This is an optimization exercise on Yosys and OpenROAD, whose aim is small area, not a production implementation. Function was checked by simulation only, so behaviour that the tests miss may differ from the original. Power and IR drop assume default switching activity.

==> design/flow/design.v <==
module stackvm_core (
    input  wire        clk,
    input  wire        rst,
    input  wire        run,
    input  wire        ld_we,
    input  wire [4:0]  ld_addr,
    input  wire [31:0] ld_data,
    input  wire [4:0]  rd_addr,
    output wire [31:0] rd_data,
    output reg  [1:0]  run_state,
    output reg  [2:0]  fault,
    output wire [31:0] pc,
    output reg         sp_empty,
    output reg  [4:0]  sp,
    output wire [1:0]  stage,
    output wire [31:0] ir
);
    localparam [1:0] RS_RESET = 2'd0, RS_RUN = 2'd1, RS_HALT = 2'd2;
    localparam [2:0] F_NONE      = 3'd0;
    localparam [2:0] F_ADDR      = 3'd1;
    localparam [2:0] F_UNDERFLOW = 3'd2;
    localparam [2:0] F_OVERFLOW  = 3'd3;
    localparam [2:0] F_DIVZERO   = 3'd4;
    localparam [2:0] F_UNDEFINED = 3'd5;
    localparam [4:0] OP_HALT = 5'd0,  OP_ADD = 5'd1,  OP_SUB = 5'd2,  OP_MUL = 5'd3;
    localparam [4:0] OP_DIV  = 5'd4,  OP_AND = 5'd5,  OP_OR  = 5'd6,  OP_NOT = 5'd7;
    localparam [4:0] OP_XOR  = 5'd8,  OP_LT  = 5'd9,  OP_GT  = 5'd10, OP_LE  = 5'd11;
    localparam [4:0] OP_GE   = 5'd12, OP_EQ  = 5'd13, OP_NE  = 5'd14, OP_BR  = 5'd15;
    localparam [4:0] OP_BRT  = 5'd16, OP_BRF = 5'd17, OP_RET = 5'd18;
    localparam [4:0] P_DEC = 5'd0,  P_EX  = 5'd1,  P_B2  = 5'd2,  P_RI  = 5'd3;
    localparam [4:0] P_S1  = 5'd4,  P_S2  = 5'd5,  P_M1  = 5'd6,  P_M2  = 5'd7;
    localparam [4:0] P_V1  = 5'd8,  P_V2  = 5'd9,  P_V3  = 5'd10;
    localparam [4:0] P_VA  = 5'd11, P_VB  = 5'd12, P_VC  = 5'd13;
    localparam [4:0] P_E2  = 5'd14, P_E3  = 5'd15, P_E4  = 5'd16, P_B3  = 5'd17;
    localparam [4:0] P_R2  = 5'd18;
    localparam [1:0] W_S = 2'd0, W_SH = 2'd1, W_BIT = 2'd2, W_NONE = 2'd3;
    wire [1023:0] rows;   
    reg [4:0]  ph;
    reg [4:0]  cnt;       
    reg [31:0] irr;       
    reg [5:0]  pcl;       
    reg        pch;       
    reg        t, q, aneg, bneg;
    wire running = (run_state == RS_RUN);
    wire halted  = (run_state == RS_HALT);
    wire in_reset = (run_state == RS_RESET);
    localparam [31:0] RET_WORD = 32'h4000_0012;
    assign ir = pch ? RET_WORD : irr;
    assign pc = {pch ? irr[31:6] : {26{in_reset}}, pcl};
    assign stage = {halted & (fault != F_ADDR), halted & (fault == F_ADDR)};
    wire [4:0] sp_m1 = sp - 5'd1;
    wire [4:0] sp_p1 = sp + 5'd1;
    wire       full  = !sp_empty && (sp == 5'd31);
    wire       ge2   = !sp_empty && (sp != 5'd0);
    wire [1:0] kind   = irr[31:30];
    wire       is_lit = !kind[0];
    wire       op_ok  = (kind == 2'b01) && (irr[29:5] == 25'd0) &&
                        !(irr[4] && (irr[3:0] > 4'd2));
    wire [4:0] op     = irr[4:0];
    wire       op_logic = (op == OP_AND) || (op == OP_OR) || (op == OP_XOR);
    reg  [1:0]  asel;    
    reg         ren;     
    reg  [4:0]  ia;
    always @(*) begin
        case (asel)
            2'd0: ia = pcl[4:0];
            2'd1: ia = sp;
            2'd2: ia = sp_m1;
            default: ia = sp_p1;
        endcase
    end
    wire [4:0]  ra  = running ? ia : rd_addr;
    wire [31:0] rsel_n;
    wire [31:0] rdw;
    stackvm_dec5n u_rdec(.en(!running || ren), .a(ra), .y_n(rsel_n));
    stackvm_rmux u_rmux(.rows_n(rows), .sel_n(rsel_n), .y(rdw));
    assign rd_data = rdw;
    reg         qen, qinv, qlit;      
    reg         cin;
    reg  [1:0]  wmode;
    reg         bit0;                 
    wire [31:0] pv = rdw;
    wire [31:0] qv;
    wire [31:0] s;
    wire [32:0] cy;
    assign cy[0] = cin;
    wire        qen_hi = qen & !qlit;
    wire [32:22] cy0, cy1;
    wire [31:22] s0, s1;
    assign cy0[22] = 1'b0;
    assign cy1[22] = 1'b1;
    genvar b;
    generate
        for (b = 0; b < 32; b = b + 1) begin : alu
            stackvm_qgate u_q(.a(irr[b]), .en(b >= 30 ? qen_hi : qen), .inv(qinv), .y(qv[b]));
            if (b < 22) begin : lo
                stackvm_fa u_a(.a(pv[b]), .b(qv[b]), .ci(cy[b]), .s(s[b]), .co(cy[b+1]));
            end else begin : hi
                stackvm_fa u_a0(.a(pv[b]), .b(qv[b]), .ci(cy0[b]), .s(s0[b]), .co(cy0[b+1]));
                stackvm_fa u_a1(.a(pv[b]), .b(qv[b]), .ci(cy1[b]), .s(s1[b]), .co(cy1[b+1]));
                stackvm_mux2 u_m(.a(s0[b]), .b(s1[b]), .s(cy[22]), .y(s[b]));
            end
        end
    endgenerate
    stackvm_mux2 u_mc(.a(cy0[32]), .b(cy1[32]), .s(cy[22]), .y(cy[32]));
    wire        cout = cy[32];
    wire        dsgn = t ^ irr[31];
    wire        lt   = dsgn ? t : !q;
    wire        gt   = dsgn ? irr[31] : cout;
    wire        eq   = !dsgn && q && !cout;
    reg         cmp;
    always @(*) begin
        case (cnt)
            OP_LT:   cmp = lt;
            OP_GT:   cmp = gt;
            OP_LE:   cmp = !gt;
            OP_GE:   cmp = !lt;
            OP_EQ:   cmp = eq;
            default: cmp = !eq;
        endcase
    end
    reg lbit;
    always @(*) begin
        case (op)
            OP_AND:  lbit = rdw[31] & t;
            OP_OR:   lbit = rdw[31] | t;
            OP_XOR:  lbit = rdw[31] ^ t;
            default: lbit = !rdw[31];
        endcase
    end
    wire        e_s  = running && !rst && (wmode == W_S);
    wire        e_sh = running && !rst && (wmode == W_SH);
    wire        e_b  = running && !rst && (wmode == W_BIT);
    wire        e_ld = !running && !rst;
    wire [31:0] wd_n;     
    generate
        for (b = 0; b < 32; b = b + 1) begin : wr
            stackvm_aoi222 u_w(.a0(s[b]), .s0(e_s),
                               .a1(b == 0 ? bit0 : s[b > 0 ? b - 1 : 0]), .s1(b == 0 ? (e_sh | e_b) : e_sh),
                               .a2(ld_data[b]), .s2(e_ld), .y(wd_n[b]));
        end
    endgenerate
    reg         mw;
    wire        we = running ? mw : (run_state == RS_RESET && ld_we);
    wire [4:0]  wa = running ? ia : ld_addr;
    wire [31:0] wsel;
    stackvm_dec5w u_wdec(.rst(rst), .en(we), .a(wa), .y(wsel));
    genvar g;
    generate
        for (g = 0; g < 32; g = g + 1) begin : row
            reg [31:0] r;     
            always @(posedge clk)
                if (wsel[g])
                    r <= wd_n;
            assign rows[g*32 +: 32] = r;
        end
    endgenerate
    wire [5:0]  pc_inc = {1'b0, pcl[4:0]} + 6'd1;
    wire        negab  = aneg ^ bneg;
    wire        sub_op = (cnt != OP_ADD);
    wire        last   = (cnt == 5'd31);
    wire        dq     = q && !bneg;
    always @(*) begin
        asel = 2'd1; ren = 1'b1;
        qen = 1'b0; qinv = 1'b0; qlit = 1'b0; cin = 1'b0;
        wmode = W_NONE; bit0 = 1'b0; mw = 1'b0;
        case (ph)
            P_DEC, P_RI: asel = 2'd0;
            P_EX: begin
                if (is_lit) begin
                    asel = 2'd3; ren = 1'b0; qen = 1'b1; qlit = 1'b1;
                    qinv = kind[1]; cin = kind[1];
                    wmode = W_S; mw = !full;
                end else if (op == OP_MUL) begin
                    asel = 2'd2;
                end else if (op == OP_RET) begin  
                    cin = 1'b1; wmode = W_S; mw = op_ok && !sp_empty;
                end else begin
                    qinv = 1'b1;                  
                end
            end
            P_B2: begin                           
                asel = 2'd2; qen = 1'b1; qinv = sub_op; cin = sub_op;
                wmode = W_S; mw = (cnt == OP_ADD) || (cnt == OP_SUB);
            end
            P_R2: begin                           
                qinv = 1'b1; wmode = W_S; mw = 1'b1;
            end
            P_B3: begin                           
                asel = 2'd2; qen = 1'b1; qinv = 1'b1;
                wmode = W_BIT; bit0 = cmp; mw = 1'b1;
            end
            P_S1, P_M1: begin                     
                wmode = W_SH; bit0 = rdw[31]; mw = 1'b1;
            end
            P_S2: begin                           
                asel = (op == OP_NOT) ? 2'd1 : 2'd2;
                wmode = W_SH; bit0 = lbit; mw = 1'b1;
            end
            P_M2: begin                           
                asel = 2'd2; ren = (cnt != 5'd0); qen = t;
                wmode = last ? W_S : W_SH; mw = 1'b1;
            end
            P_V1: asel = 2'd2;                    
            P_V2: begin                           
                asel = 2'd2; ren = 1'b0; qen = 1'b1; qinv = aneg; cin = aneg;
                wmode = W_SH; mw = 1'b1;
            end
            P_V3: begin                           
                wmode = W_BIT; bit0 = t; mw = 1'b1;
            end
            P_VB: begin                           
                qen = 1'b1; qinv = !bneg; cin = !bneg;
            end
            P_VA: begin                           
                asel = 2'd2; wmode = W_SH; bit0 = q; mw = 1'b1;
            end
            P_VC: begin                           
                qen = q; qinv = dq; cin = dq;
                wmode = W_SH; bit0 = t; mw = 1'b1;
            end
            P_E2: begin                           
                ren = 1'b0; qen = 1'b1; wmode = W_S; mw = 1'b1;
            end
            P_E3: asel = 2'd2;                    
            P_E4: begin                           
                asel = 2'd2; ren = 1'b0; qen = 1'b1; qinv = negab; cin = negab;
                wmode = W_S; mw = 1'b1;
            end
            default: ;
        endcase
    end
    wire dec_ok = !(pcl[5] || (pch && irr[31:6] != 26'd0));
    wire is_bin = op_ok && !(op == OP_HALT || op == OP_BR || op == OP_RET ||
                             op == OP_NOT || op == OP_BRT || op == OP_BRF);
    wire ex_ld  = is_bin && ge2 && (op != OP_DIV) && !op_logic;
    wire ir_ld  = running && ((ph == P_DEC && dec_ok) || (ph == P_EX && ex_ld) ||
                              ph == P_V1 || ph == P_V3 || ph == P_E3 || ph == P_RI ||
                              ph == P_R2);
    wire ir_new = !rst && ir_ld;
    wire ir_old = !rst && !ir_ld;
    wire [31:0] ir_d;
    generate
        for (b = 0; b < 32; b = b + 1) begin : irb
            stackvm_ao22 u(.a0(rdw[b]), .s0(ir_new), .a1(irr[b]), .s1(ir_old), .y(ir_d[b]));
        end
    endgenerate
    always @(posedge clk)
        irr <= ir_d;
    always @(posedge clk) begin
        if (rst) begin
            run_state <= RS_RESET;
            fault     <= F_NONE;
            pcl       <= 6'h3F;
            pch       <= 1'b0;
            sp_empty  <= 1'b1;
            sp        <= 5'd31;
        end else if (run_state == RS_RESET) begin
            if (run) begin
                run_state <= RS_RUN;
                pcl       <= 6'd0;
                ph        <= P_DEC;
            end
        end else if (running) begin
            case (ph)
                P_DEC: begin
                    if (pcl[5] || (pch && irr[31:6] != 26'd0)) begin
                        fault     <= F_ADDR;
                        run_state <= RS_HALT;
                    end else begin
                            pch <= 1'b0;
                        ph  <= P_EX;
                    end
                end
                P_EX: begin
                    ph <= P_DEC;
                    if (is_lit) begin
                        if (full) begin
                            fault     <= F_OVERFLOW;
                            run_state <= RS_HALT;
                        end else begin
                            sp       <= sp_p1;
                            sp_empty <= 1'b0;
                            pcl      <= pc_inc;
                        end
                    end else if (!op_ok) begin
                        fault     <= F_UNDEFINED;
                        run_state <= RS_HALT;
                    end else if (op == OP_HALT) begin
                        run_state <= RS_HALT;
                    end else if (op == OP_BR) begin
                        pcl <= 6'd16;
                    end else if (op == OP_RET) begin
                        if (sp_empty) begin
                            pcl <= pc_inc;
                        end else begin
                            ph <= P_R2;
                        end
                    end else if (op == OP_NOT) begin
                        if (sp_empty) begin
                            fault     <= F_UNDERFLOW;
                            run_state <= RS_HALT;
                        end else begin
                            cnt <= 5'd0;
                            ph  <= P_S2;
                        end
                    end else if (op == OP_BRT || op == OP_BRF) begin
                        if (sp_empty) begin
                            fault     <= F_UNDERFLOW;
                            run_state <= RS_HALT;
                        end else begin
                            if ((op == OP_BRT) == cout)
                                pcl <= {1'b0, op + 5'd1};
                            else
                                pcl <= pc_inc;
                            sp       <= sp_m1;
                            sp_empty <= (sp == 5'd0);
                        end
                    end else begin  
                        if (!ge2) begin
                            fault     <= F_UNDERFLOW;
                            run_state <= RS_HALT;
                        end else if (op == OP_DIV) begin
                            if (!cout) begin
                                fault     <= F_DIVZERO;
                                run_state <= RS_HALT;
                            end else begin
                                bneg <= rdw[31];
                                ph   <= P_V1;
                            end
                        end else if (op == OP_MUL) begin
                            cnt <= 5'd0;
                            ph  <= P_M1;
                        end else if (op_logic) begin
                            cnt <= 5'd0;
                            ph  <= P_S1;
                        end else begin
                            cnt <= op;
                            ph  <= P_B2;
                        end
                    end
                end
                P_B2: begin
                    q <= cout;
                    t <= rdw[31];
                    if ((cnt == OP_ADD) || (cnt == OP_SUB)) begin
                        sp <= sp_m1;
                        ph <= P_RI;
                    end else begin
                        ph <= P_B3;
                    end
                end
                P_B3: begin
                    sp <= sp_m1;
                    ph <= P_RI;
                end
                P_R2: begin
                    pcl      <= rdw[5:0];
                    pch      <= 1'b1;
                    sp       <= sp_m1;
                    sp_empty <= (sp == 5'd0);
                    ph       <= P_DEC;
                end
                P_RI: begin                       
                    pcl <= pc_inc;
                    ph <= P_DEC;
                end
                P_S1, P_M1: begin
                    t  <= rdw[31];
                    ph <= ph + 5'd1;              
                end
                P_S2, P_M2: begin
                    cnt <= cnt + 5'd1;
                    if (last) begin
                        if (op != OP_NOT || ph == P_M2)
                            sp <= sp_m1;
                        if (ph == P_M2) begin
                            ph <= P_RI;
                        end else begin
                            pcl <= pc_inc;
                            ph <= P_DEC;
                        end
                    end else begin
                        ph <= (ph == P_M2) ? P_M1 :
                              (op == OP_NOT) ? P_S2 : P_S1;
                    end
                end
                P_V1: begin
                    aneg <= rdw[31];
                    ph   <= P_V2;
                end
                P_V2: begin
                    t  <= s[31];
                    ph <= P_V3;
                end
                P_V3: begin
                    cnt <= 5'd0;
                    ph  <= P_VB;
                end
                P_VB: begin
                    q  <= cout;
                    ph <= P_VA;
                end
                P_VA: begin
                    t  <= rdw[31];
                    ph <= P_VC;
                end
                P_VC: begin
                    cnt <= cnt + 5'd1;
                    ph  <= last ? P_E2 : P_VB;
                end
                P_E2: ph <= P_E3;
                P_E3: begin
                    ph <= P_E4;
                end
                P_E4: begin
                    sp <= sp_m1;
                    ph <= P_RI;
                end
                default: ;
            endcase
        end
    end
endmodule
module stackvm_dec5n (
    input  wire        en,
    input  wire [4:0]  a,
    output wire [31:0] y_n
);
    assign y_n = ~(en ? (32'd1 << a) : 32'd0);
endmodule
module stackvm_dec5w (
    input  wire        rst,
    input  wire        en,
    input  wire [4:0]  a,
    output wire [31:0] y
);
    assign y = {32{rst}} | (en ? (32'd1 << a) : 32'd0);
endmodule
module stackvm_rmux (
    input  wire [1023:0] rows_n,
    input  wire [31:0]   sel_n,
    output wire [31:0]   y
);
    genvar b, j;
    generate
        for (b = 0; b < 32; b = b + 1) begin : bit_
            wire [15:0] o;
            for (j = 0; j < 16; j = j + 1) begin : grp
                stackvm_oai22 u(.a0(sel_n[2*j]),   .b0(rows_n[(2*j)*32+b]),
                                .a1(sel_n[2*j+1]), .b1(rows_n[(2*j+1)*32+b]),
                                .y(o[j]));
            end
            assign y[b] = |o;
        end
    endgenerate
endmodule
module stackvm_oai22 (
    input  wire a0, b0, a1, b1,
    output wire y
);
    assign y = ~((a0 | b0) & (a1 | b1));
endmodule
module stackvm_aoi222 (
    input  wire a0, s0, a1, s1, a2, s2,
    output wire y
);
    assign y = ~((a0 & s0) | (a1 & s1) | (a2 & s2));
endmodule
module stackvm_qgate (
    input  wire a, en, inv,
    output wire y
);
    assign y = (a & en) ^ inv;
endmodule
module stackvm_ao22 (
    input  wire a0, s0, a1, s1,
    output wire y
);
    assign y = (a0 & s0) | (a1 & s1);
endmodule
module stackvm_mux2 (
    input  wire a, b, s,
    output wire y
);
    assign y = s ? b : a;
endmodule
module stackvm_fa (
    input  wire a, b, ci,
    output wire s, co
);
    assign s  = a ^ b ^ ci;
    assign co = (a & b) | (ci & (a ^ b));
endmodule
==> design/flow/run.sh <==
#!/bin/bash
# synth_recipe.tcl (not shown) runs the flow's synth.tcl, then flattens the netlist and writes it again
# the make line also repeats each setting of config.mk as NAME=value (left out here)
make -C /OpenROAD-flow-scripts/flow DESIGN_CONFIG=/design/flow/config.mk WORK_HOME=/design/flow/orfs CLKGATE_MAP_FILE= SYNTH_SCRIPT=/design/flow/synth_recipe.tcl finish
==> design/flow/config.mk <==
export PLATFORM = sky130hd
export DESIGN_NAME = stackvm_core
export DESIGN_NICKNAME = stackvm_core
export VERILOG_FILES = /design/flow/design.v
export SDC_FILE = /design/flow/constraint.sdc
export NUM_CORES = 4
export LEC_CHECK = 0
export CAP_MARGIN = 20
export CORE_MARGIN = 2
export CORE_UTILIZATION = 60
export CTS_BUF_LIST = sky130_fd_sc_hd__clkbuf_16
export CTS_CLUSTER_DIAMETER = 100
export CTS_CLUSTER_SIZE = 25
export SLEW_MARGIN = 20
export SYNTH_HIERARCHICAL = 1
==> design/flow/constraint.sdc <==
create_clock -name core_clock -period 20.0 [get_ports {clk}]
set_input_delay 4.0000 -clock core_clock [delete_from_list [all_inputs] [get_ports {clk}]]
set_output_delay 4.0000 -clock core_clock [all_outputs]
set_load 0.01 [all_outputs]
==> impl_metrics.env <==
export IMPL_detailedRoute_firstPassIterationCount=11
export IMPL_cp_end_kind="flip-flop"
export IMPL_ctsLongestPathBuffers=3
export IMPL_grt_pass1_wl_mm=184
export IMPL_route_detailed_wl_per_inst_um=32.7
export IMPL_power_ir_vdd_worst_uv=88.9
export IMPL_critical_path_arrival_ps=18800
export IMPL_io_buffers=154
export IMPL_share_of_synthesized_cell_area_in_full_adder_half_adder_and_majority_cells_pct=2.64
export IMPL_post_route_drc_count=0
export IMPL_ys_types=91
export IMPL_timing_worst_slew_pin_value_ps=1210
export IMPL_critPathLaunch="rd_addr[3]"
export IMPL_complex_gate_fraction_of_the_synthesized_area_pct=12.7
export IMPL_top_area_cells_in_the_synthesized_netlist="sky130_fd_sc_hd__edfxtp_1, sky130_fd_sc_hd__o22ai_1, sky130_fd_sc_hd__dfxtp_1"
export IMPL_ant_nets=0
export IMPL_setup_tns_final_ps=0
export IMPL_total_leakage_power_nw=14.6
export IMPL_cp_common_cell="sky130_fd_sc_hd__fa_1"
export IMPL_synth_top_family_by_area="compound AO/OA/AOI/OAI gates"
export IMPL_dieHeight_um=272
export IMPL_critPathRequiredTime_ps=20420
export IMPL_synth_net_count=2805
export IMPL_max_freq_mhz=54.4
export IMPL_holdBufCountCts=0
export IMPL_synth_enable_flop_cells=1038
export IMPL_yosys_warning_total=7
export IMPL_place_gp_congestion=0.952
export IMPL_dp_final_hpwl_mm=84.9
export IMPL_min_delay_start="fault[2]$_SDFFE_PP0P_"
export IMPL_synthArstFlopShare_pct=0
export IMPL_flip_flop_and_latch_count_after_synthesis=1088
export IMPL_cts_sinks=1088
export IMPL_whs_ps=485
export IMPL_synth_simple_gate_area_share_pct=7.28
export IMPL_hold_path_class="reg -> reg"
export IMPL_yosysTopAreaCellShare_pct=72.4
export IMPL_std_cell_rows=98
export IMPL_synthDominantAreaCellType="sky130_fd_sc_hd__edfxtp_1"
export IMPL_relSlewSlack_pct=18.8
export IMPL_rsz0062_at_grt="false"
export IMPL_seq_area_frac_synth_pct=74.7
export IMPL_synth_main_ff_cell="sky130_fd_sc_hd__edfxtp_1"
export IMPL_worst_path_max_delay_cell="sky130_fd_sc_hd__fa_1"
export IMPL_hold_violations=0
export IMPL_setup_violations_final=0
export IMPL_clock_insertion_delay_at_the_later_pin_of_the_skew_report_ps=660
export IMPL_antenna_violations_before_repair=6
export IMPL_number_of_standard_cells_after_synthesis=2695
export IMPL_vias=28441
export IMPL_cts_resized_gates=0
export IMPL_fin_nets=3074
export IMPL_synthesis_area_per_instance_um2=16.0
export IMPL_critical_setup_path_class="in -> reg"
export IMPL_maxCapViolations=0
export IMPL_setup_worst_path_start_class="input pin"
export IMPL_peak_per_stage_delay_on_the_critical_path_ps=690
export IMPL_total_detailed_routing_wirelength_mm=129
export IMPL_numCtsBuffers=51
export IMPL_first_global_vias=26156
export IMPL_cts_repair_timing_setup_buffer_count=0
export IMPL_initial_utilization_pct=60.4
export IMPL_htree_num_levels=2
export IMPL_critical_path_reg2reg_startpoint="irr[1]$_DFF_P_"
export IMPL_viasPerCell=7.22
export IMPL_period_share_pct=91.9
export IMPL_outcome="finished clean"
export IMPL_groute_usage_overall_pct=34.3
export IMPL_clock_skew_final_ps=30.7
export IMPL_dp_worst_setup_slack_ps=1220
export IMPL_design_die_area_mm2=0.0739
export IMPL_tritoncts_clock_tree="done"
export IMPL_slew_violations=0
export IMPL_post_route_worst_setup_slack_ps=1620
export IMPL_yosys_area_share_xor_xnor_pct=0.916
export IMPL_gr_total_overflow=0
export IMPL_cts_root_buffer_cell="sky130_fd_sc_hd__clkbuf_16"
export IMPL_die_w_um=272
export IMPL_period_needed_ps=18380
export IMPL_placeableCoreArea_mm2=0.0712
export IMPL_netlist_area_mm2=0.0430
export IMPL_crit_fanout=32
export IMPL_floorplan_io_pins=155
export IMPL_area_growth_syn_to_layout_pct=12.1
export IMPL_clkSlewWorstSetupHoldPaths_ps=90
export IMPL_detailedRoute_firstIterationViolations=5028
export IMPL_muxShareOfSynthArea_pct=0.753
export IMPL_final_layout_size_suffix_gt1_share_pct=9.25
export IMPL_grt_start_max_net_pins=62
export IMPL_power_density_mw_per_mm2=95.2
## power by group
group | internal [mW] | switching (mW) | total [mW]
clock | 0.473 | 0.685 | 1.16
sequential | 2.70 | 0.0530 | 2.75
combinational | 0.213 | 0.468 | 0.681
## metal layers
| metal | global-route usage [%] | vias up | routed length [um] |
|---|---|---|---|
| li1 | - | 11815 | - |
| met1 | 53.1 | 14465 | 51700 |
| met2 | 51.7 | 1980 | 58600 |
| met5 | 0 | - | 12 |
| met3 | 5.16 | 179 | 15000 |
| met4 | 8.69 | 2 | 3290 |
## cell families (layout without fill, tap and decap cells)
logic type / after synthesis / after routing
fa+ha+maj: 66 / 66
mux: 26 / 26
other cells: 2 / 5
buf+inv: 95 / 385
compound gates: 817 / 817
simple gates: 556 / 556
flops: 1088 / 1088
xor+xnor: 45 / 45
## flip-flops by register name, summed over array words and instances (netlist names)
signal / count
aneg: 1
bneg: 1
cnt: 5
fault: 3
irr: 32
pch: 1
pcl: 6
ph: 5
q: 1
row.r: 1024
run_state: 2
sp: 5
sp_empty: 1
t: 1
## area by class of cell
type	count	area [um^2]
flip-flops and latches	1088	32200
fillers	4841	23000
multi-input cells	1512	10800
repair buffers	278	2500
clock buffers	51	1280
well taps	950	1190
clock inverters	23	185
inverters	33	124
diodes	3	7.51
## worst max-delay path: cells and delay by family
family / cells / cell delay, ps
AO/OA/AOI/OAI: 5 / 1250
adder cells (fa/ha/maj): 23 / 9820
AND/OR/NAND/NOR: 5 / 1860
buffers and inverters: 2 / 950
multiplexers: 3 / 880
## synth_stat cells, types with 7 or more instances
cell,n
sky130_fd_sc_hd__clkbuf_1,36
sky130_fd_sc_hd__o31ai_1,11
sky130_fd_sc_hd__o21ai_1,7
sky130_fd_sc_hd__a31o_2,7
sky130_fd_sc_hd__a21o_1,34
sky130_fd_sc_hd__and3_1,7
sky130_fd_sc_hd__a31oi_1,15
sky130_fd_sc_hd__nor3_1,33
sky130_fd_sc_hd__nand2_1,108
sky130_fd_sc_hd__nor2_1,72
sky130_fd_sc_hd__mux2i_1,8
sky130_fd_sc_hd__xor2_1,7
sky130_fd_sc_hd__nor3b_1,7
sky130_fd_sc_hd__dfxtp_1,50
sky130_fd_sc_hd__nor4_1,138
sky130_fd_sc_hd__nand2b_1,14
sky130_fd_sc_hd__edfxtp_1,1038
sky130_fd_sc_hd__nand4_1,34
sky130_fd_sc_hd__a222oi_1,35
sky130_fd_sc_hd__a211oi_1,9
sky130_fd_sc_hd__inv_1,32
sky130_fd_sc_hd__o21ai_0,41
sky130_fd_sc_hd__o211ai_1,7
sky130_fd_sc_hd__mux2_4,11
sky130_fd_sc_hd__o22ai_1,520
sky130_fd_sc_hd__or2_2,12
sky130_fd_sc_hd__nand3_1,36
sky130_fd_sc_hd__xnor2_1,38
sky130_fd_sc_hd__ha_1,22
sky130_fd_sc_hd__buf_2,16
sky130_fd_sc_hd__a22o_1,33
sky130_fd_sc_hd__nor2b_1,45
sky130_fd_sc_hd__a21oi_1,39
sky130_fd_sc_hd__fa_1,42
sky130_fd_sc_hd__mux2_2,7
## final timing paths
path	to	slack (ps)	depth (start not counted)
worst min-delay path	fault[2]$_SDFFE_PP0P_	480	2
worst max register to register	row[30].r[0]$_DFFE_PP_	2040	42
worst max-delay path	row[30].r[0]$_DFFE_PP_	1620	38
worst min register to register	fault[2]$_SDFFE_PP0P_	480	2
## modules after synthesis (local to each module, per instance), excerpt
module,times used,cell area [um^2],flip-flops and latches,cells inside
stackvm_dec5n,1,298,0,50
stackvm_ao22,32,8.76,0,1
stackvm_rmux,1,1000,0,160
stackvm_core,1,36100,1088,1729
stackvm_dec5w,1,417,0,63
stackvm_aoi222,32,10.0,0,1
## stage by stage
| step | instance area (um^2) | cells | power (mW) | utilization [%] |
|---|---|---|---|---|
| after floorplan | 43000 | 2695 | 3.13 | - |
| after global placement | 46600 | 3856 | 3.45 | 65.5 |
| after detailed placement | 46700 | 3859 | 3.47 | 65.6 |
| after CTS | 48200 | 3933 | 4.59 | 67.6 |
| after global routing | 48200 | 3935 | 4.71 | 67.7 |
| final | 48200 | 3938 | 4.59 | 67.7 |
## placed cells by master (no fill, tap or decap), types with 31 or more instances in the layout
cell	count
sky130_fd_sc_hd__edfxtp_1	1038
sky130_fd_sc_hd__o22ai_1	520
sky130_fd_sc_hd__clkdlybuf4s50_1	154
sky130_fd_sc_hd__nor4_1	134
sky130_fd_sc_hd__buf_4	119
sky130_fd_sc_hd__nand2_1	108
sky130_fd_sc_hd__nor2_1	68
sky130_fd_sc_hd__clkbuf_16	51
sky130_fd_sc_hd__dfxtp_1	49
sky130_fd_sc_hd__inv_1	47
sky130_fd_sc_hd__nor2b_1	45
sky130_fd_sc_hd__fa_1	42
sky130_fd_sc_hd__a21oi_1	39
sky130_fd_sc_hd__xnor2_1	38
sky130_fd_sc_hd__nand3_1	35
sky130_fd_sc_hd__a222oi_1	35
sky130_fd_sc_hd__a21o_1	34
sky130_fd_sc_hd__nand4_1	34
sky130_fd_sc_hd__a22o_1	33
sky130_fd_sc_hd__nor3_1	31
sky130_fd_sc_hd__o21ai_0	31

==> static timing again, ports no longer ideal <==
Ports are ideal in the flow. The routed layout listed here was re-timed in OpenROAD.
Step 1, drivers: a clkbuf_16 drives clk and a buf_2 each remaining input, both assumed.
Step 2 times the ports against the registers' clock, not the clock port: input delays grow and output delays shrink by t, the midpoint of the rising clock arrivals with the driver on.
Slacks: ideal ports / drivers / drivers and shift; pairs: ideal ports / drivers.
shift t [ns]: 0.714
slack for setup (ns): 1.616 / 1.653 / 0.939
worst setup path after step 2: input to register
latest minus earliest clock arrival (ns): 0.031 / 0.031
slew at the worst register clock pin (ns): 0.11 / 0.11
After both steps setup and hold are still met in this run. The setup slack of this run moves by +0.037 ns with the drivers and by -0.677 ns with both steps.
